This design comes from an exercise in tuning for small area on the open sky130 flow, not from production work.
Function was checked by simulation only, so behaviour that the tests miss may differ from the original.
The flow treats the clock pin as an ideal source, which a real chip does not have.
Power and IR drop assume default switching activity.

Setup of job 1680:
## xbfs
module xbfs (
    input  wire        clk,
    input  wire        rst,           
    input  wire        cmd_valid,
    input  wire [15:0] cmd,
    input  wire [31:0] wdata,
    output reg  [31:0] rdata,
    output reg         rdata_valid,
    output wire        irq,
    output reg         frame_out,
    output reg         rec_out
);
    localparam [3:0] S_M0  = 4'd0, S_M1  = 4'd1, S_MID = 4'd2, S_LEN = 4'd3,
                     S_PAY = 4'd4, S_CKS = 4'd5, S_XLH = 4'd6, S_XLL = 4'd7,
                     S_XSK = 4'd8;
    localparam [1:0] T_H0 = 2'd0, T_H1 = 2'd1, T_H2 = 2'd2, T_VAL = 2'd3;
    localparam NB = 169;
    reg  [3:0]  fst;
    reg         sync_f;
    reg  [8:0]  fidx;
    reg  [7:0]  cur_len;
    reg  [7:0]  acc;
    reg  [16:0] skip_rem;
    reg  [7:0]  mid_r;
    reg         cksel;
    reg  [10:0] irq_en_lo;
    reg  [2:0]  irq_en_hi;
    reg  [10:0] ev_lo;                
    reg  [2:0]  ev_hi;                
    reg         lc_valid;
    reg  [3:0]  lc_code;
    reg  [31:0] cnt_discard, cnt_resync, cnt_syncloss, cnt_frame, cnt_ckerr,
                cnt_extlen;
    reg  [31:0] last_frame;
    reg         rec_pending;
  ...
For scale: about 6500 cells after synthesis, roughly 3200 flip-flops, roughly 0.11 mm2 of cells after synthesis.
clock: 10.0 ns
lec_check: 0
cap_margin: 5
core_margin: 2
core_utilization: 68
slew_margin: 5
standard.sh (not shown) runs the stock make flow with config.mk's settings and CLKGATE_MAP_FILE= SYNTH_SCRIPT=/design/flow/synth_recipe.tcl, a recipe that flattens the netlist after the stock synthesis.
==> flow/flow/run.sh <==
#!/bin/bash
# The standard layout, with CTS using large clkbuf_16 sink clusters and no
# dummy loads, small leaf buffers where their clusters allow it
# (flow/downsize.tcl, run at the end of CTS), and the smallest buffer on the
# ports. Each tool's output is kept in a log file in this folder.
set -euo pipefail
CTS="-sink_clustering_enable -repair_clock_nets -dont_use_dummy_load"
CTS="$CTS -buf_list sky130_fd_sc_hd__clkbuf_16"
CTS="$CTS -sink_clustering_size 30 -sink_clustering_max_diameter 60"
bash standard.sh "CTS_ARGS=$CTS" "POST_CTS_TCL=$(pwd)/flow/downsize.tcl" \
    "BUFFER_PORTS_ARGS=-buffer_cell sky130_fd_sc_hd__buf_1" finish > standard.log 2>&1
==> flow/flow/downsize.tcl <==
# Downsize the clock tree's leaf buffers where their flip-flops keep a
# small clock slew: large clusters keep clkbuf_16, small ones need less.
estimate_parasitics -placement
set target 0.105
set sizes {sky130_fd_sc_hd__clkbuf_4 sky130_fd_sc_hd__clkbuf_8}
set n 0
set saved 0.0
foreach inst [get_cells clkbuf_leaf_*] {
  set name [get_full_name $inst]
  set orig [get_lib_cells */[get_property $inst ref_name]]
  set net [get_nets -of_objects [get_pins $name/X]]
  set sinks [get_pins -of_objects $net -filter "direction==input"]
  foreach s $sizes {
    replace_cell $inst [get_lib_cells */$s]
    set worst 0
    foreach p $sinks {
      set v [get_property $p slew_max]
      if {$v > $worst} { set worst $v }
    }
    if {$worst <= $target} {
      incr n
      break
    }
    replace_cell $inst $orig
  }
}
puts "downsized $n clock leaf buffers"
Modified inputs, job 8410 compared to job 1680
diff --git a/flow/config.mk b/flow/config.mk
--- a/flow/config.mk
+++ b/flow/config.mk
@@ -10,0 +11 @@
+export GPL_TIMING_DRIVEN = 0
==> comparison <==
Every run in job 1680 and job 8410 closed cleanly, with the single exception of job 8410. Ran to the end and failed final checks on capacitance limit, slew limit: job 8410. Relative to job 1680, non-clock buffer count has gone up in job 8410. Area of the die came out exactly the same in job 1680 and job 8410. Job 8410 ended up with cmd[0] as its worst setup path startpoint; job 1680 ended up with cmd[1]. Job 8410 vs job 1680, critical path endpoint: cnt_syncloss[31] vs cnt_discard[31]. | post-route non-filler standard cell count | higher: job 8410 |. On number of DRC violations after detailed routing, job 1680 and job 8410 are neck and neck.
The following lists how job 2957 was set up differently from job 8410:
==> flow/flow/run.sh <==
#!/bin/bash
# The standard layout, with CTS using large clkbuf_16 sink clusters and no
# dummy loads. Each tool's output is kept in a log file in this folder.
set -euo pipefail
CTS="-sink_clustering_enable -repair_clock_nets -dont_use_dummy_load"
CTS="$CTS -buf_list sky130_fd_sc_hd__clkbuf_16"
CTS="$CTS -sink_clustering_size 24 -sink_clustering_max_diameter 60"
bash standard.sh "CTS_ARGS=$CTS" finish > standard.log 2>&1
diff --git a/flow/config.mk b/flow/config.mk
--- a/flow/config.mk
+++ b/flow/config.mk
@@ -8 +8 @@
-export CAP_MARGIN = 5
+export CAP_MARGIN = 20
@@ -10,3 +10,2 @@
-export CORE_UTILIZATION = 68
-export GPL_TIMING_DRIVEN = 0
-export SLEW_MARGIN = 5
+export CORE_UTILIZATION = 72
+export SLEW_MARGIN = 20
removed: flow/flow/downsize.tcl
==> results.txt <==
Job 2957 | stages: all done | timing, DRC, antenna: all pass. Of job 2957 and job 8410, job 8410 shows the lower fraction of layout cells with a size suffix above 1, with job 2957 above it. In the final reports, the cell area of job 2957 is smaller than that of job 8410. Worst setup slack: job 2957 and job 8410 compared, higher one is job 2957. Sort job 2957 and job 8410 by met1 demand-to-capacity share in global routing asc -> top: job 2957. Power, job 2957 vs job 8410: up by a few percent.
> inputs changed (job 2957 -> job 513)
==> flow/flow/run.sh <==
#!/bin/bash
# The standard layout, with CTS using large clkbuf_16 sink clusters and no
# dummy loads, small leaf buffers where their clusters allow it
# (flow/downsize.tcl, run at the end of CTS), and the smallest buffer on the
# ports. Each tool's output is kept in a log file in this folder.
set -euo pipefail
CTS="-sink_clustering_enable -repair_clock_nets -dont_use_dummy_load"
CTS="$CTS -buf_list sky130_fd_sc_hd__clkbuf_16"
CTS="$CTS -sink_clustering_size 30 -sink_clustering_max_diameter 60"
bash standard.sh "CTS_ARGS=$CTS" "POST_CTS_TCL=$(pwd)/flow/downsize.tcl" \
    "BUFFER_PORTS_ARGS=-buffer_cell sky130_fd_sc_hd__buf_1" finish > standard.log 2>&1
==> flow/flow/downsize.tcl (new file) <==
# Downsize the clock tree's leaf buffers where their flip-flops keep a
# small clock slew: large clusters keep clkbuf_16, small ones need less.
estimate_parasitics -placement
set target 0.110
set sizes {sky130_fd_sc_hd__clkbuf_4 sky130_fd_sc_hd__clkbuf_8}
set n 0
set saved 0.0
foreach inst [get_cells clkbuf_leaf_*] {
  set name [get_full_name $inst]
  set orig [get_lib_cells */[get_property $inst ref_name]]
  set net [get_nets -of_objects [get_pins $name/X]]
  set sinks [get_pins -of_objects $net -filter "direction==input"]
  foreach s $sizes {
    replace_cell $inst [get_lib_cells */$s]
    set worst 0
    foreach p $sinks {
      set v [get_property $p slew_max]
      if {$v > $worst} { set worst $v }
    }
    if {$worst <= $target} {
      incr n
      break
    }
    replace_cell $inst $orig
  }
}
puts "downsized $n clock leaf buffers"
diff --git a/flow/config.mk b/flow/config.mk
--- a/flow/config.mk
+++ b/flow/config.mk
@@ -8 +8 @@
-export CAP_MARGIN = 20
+export CAP_MARGIN = 5
@@ -10,2 +10,2 @@
-export CORE_UTILIZATION = 72
-export SLEW_MARGIN = 20
+export CORE_UTILIZATION = 68
+export SLEW_MARGIN = 5
### Flow results
Job 513 vs. job 2957: global-route usage -1.9 points, final area -about 0.9%.
The higher critical path data required time came out of job 2957.
Cmp job 2957 and job 513 / detailed-routing iteration count for the pre-antenna-repair pass / lower: job 513
Comparing job 513 against job 2957, there is no change at all in post-synthesis sequential area ratio.
Compared with job 2957, job 513 shows a power share of the clock group that is 2.3 points lower.
Between job 513 and job 2957, it is job 513 whose register-to-register path setup slack is lower, by 0.06 ns.
Number of antenna repair diodes: higher on job 2957
Signed area change from the synthesized netlist to the final layout: job 513 vs job 2957 down 0.99 points
[inputs] job 246 vs job 513
diff --git a/flow/flow/run.sh b/flow/flow/run.sh
--- a/flow/flow/run.sh
+++ b/flow/flow/run.sh
@@ -9 +9 @@
-CTS="$CTS -sink_clustering_size 30 -sink_clustering_max_diameter 60"
+CTS="$CTS -sink_clustering_size 27 -sink_clustering_max_diameter 60"
diff --git a/flow/flow/downsize.tcl b/flow/flow/downsize.tcl
--- a/flow/flow/downsize.tcl
+++ b/flow/flow/downsize.tcl
@@ -4 +4 @@
-set target 0.110
+set target 0.100
diff --git a/flow/config.mk b/flow/config.mk
--- a/flow/config.mk
+++ b/flow/config.mk
@@ -8 +8 @@
-export CAP_MARGIN = 5
+export CAP_MARGIN = 10
@@ -10,2 +10,2 @@
-export CORE_UTILIZATION = 68
-export SLEW_MARGIN = 5
+export CORE_UTILIZATION = 72
+export SLEW_MARGIN = 10
==> comparison <==
Job 246 | status: complete | timing, DRC, antenna: pass. The sequential share of layout area on job 246 is in line with that on job 513. Ratio of final minimum period to clock period was lower in job 513 than in job 246. The switching power summed over all nets of job 246 exceeds that of job 513 by 1.5%. Taking job 513 as the reference, in job 246 power per cell area went up; setup slack of the critical path after layout went down by 0.019 ns; critical path depth saw an increase.

========
Another version of the RTL of xbfs (not shown whole).
Size: about 7000 cells after synthesis, about 3200 flip-flops, about 87 I/O pins, about 110000 um2 of cells after synthesis.
clock: 10.0 ns
lec_check: 0
cap_margin: 20
core_margin: 2
core_utilization: 65
cts_buf_list: sky130_fd_sc_hd__clkbuf_16
cts_cluster_diameter: 60
cts_cluster_size: 30
slew_margin: 20
run.sh (not shown) runs the stock make flow with config.mk's settings and CLKGATE_MAP_FILE= SYNTH_SCRIPT=/design/flow/synth_recipe.tcl, a recipe that flattens the netlist after the stock synthesis.
Stock flow here: none of the scripts above is used.
The baseline finished clean.
Change:
--- a/flow/config.mk
+++ b/flow/config.mk
@@ -10,4 +10 @@
-export CORE_UTILIZATION = 65
-export CTS_BUF_LIST = sky130_fd_sc_hd__clkbuf_16
-export CTS_CLUSTER_DIAMETER = 60
-export CTS_CLUSTER_SIZE = 30
+export CORE_UTILIZATION = 40
Outcome: The changed run went through all stages and came out clean; sequential power hardly moves; sequential cell count stays the same; wire length is higher by a few percent; design area is higher by a few percent; critical path depth is higher by 3; first-iteration DRC count is lower slightly.
Change:
==> flow/flow/run.sh (new file) <==
#!/bin/bash
# The standard layout, with CTS using large clkbuf_16 sink clusters and no
# dummy loads. Each tool's output is kept in a log file in this folder.
set -euo pipefail
CTS="-sink_clustering_enable -repair_clock_nets -dont_use_dummy_load"
CTS="$CTS -buf_list sky130_fd_sc_hd__clkbuf_16"
CTS="$CTS -sink_clustering_size 30 -sink_clustering_max_diameter 60"
bash standard.sh "CTS_ARGS=$CTS" finish > standard.log 2>&1
==> flow/standard.sh (new file) <==
#!/bin/bash
# synth_recipe.tcl (not shown) runs the flow's synth.tcl, then flattens the netlist and writes it again
# the make line also repeats each setting of config.mk as NAME=value (left out here)
make -C /OpenROAD-flow-scripts/flow DESIGN_CONFIG=/design/flow/config.mk WORK_HOME=/design/flow/orfs CLKGATE_MAP_FILE= SYNTH_SCRIPT=/design/flow/synth_recipe.tcl "${@:-finish}"
--- a/flow/config.mk
+++ b/flow/config.mk
@@ -10 +10 @@
-export CORE_UTILIZATION = 40
+export CORE_UTILIZATION = 65
removed: flow/run.sh
After rerunning:
- The new run passed the timing, DRC and antenna checks
- first-iteration DRC count is higher by 3.9%
- routed wire length is lower by about 5.6%
- clock skew is higher by 0.030 ns
- hold slack gets worse by 0.016 ns
- clock-buffer cell count is lower by 238

static timing again, ports no longer ideal:
No port has a modelled driver above. Below, the same layouts with a new extraction and two added sets of constraints. Step 1 sets driving cells, clkbuf_16 on the clock port and buf_2 on the other inputs (assumed; they add their load-dependent delay and slew). Step 2 moves the port delays by t, midway between the first and last clock arrival at a register: inputs arrive t later, outputs are due t later. That takes back most of the time a late clock gives input paths. a / b / c = ideal ports / drivers / drivers and shift; a / b = the first two.
run	t, ns	setup WS [ns]	cell pins on the clock port's net
job 1680	0.923	0.920 / 0.796 / -0.127	1
job 8410	0.920	0.168 / 0.222 / -0.698	1
job 2957	0.911	0.881 / 0.860 / -0.052	1
job 513	0.919	0.917 / 0.782 / -0.137	1
job 246	0.885	0.898 / 0.762 / -0.123	1
the first run of note 2	0.956	1.639 / 1.545 / 2.501	1
the second run of note 2	1.035	1.540 / 1.437 / 2.473	1
the third run of note 2	0.925	1.716 / 1.620 / 2.546	1
The setup slack of job 513, which loses most, moves by -0.135 ns with the drivers and by -1.054 ns with both steps.
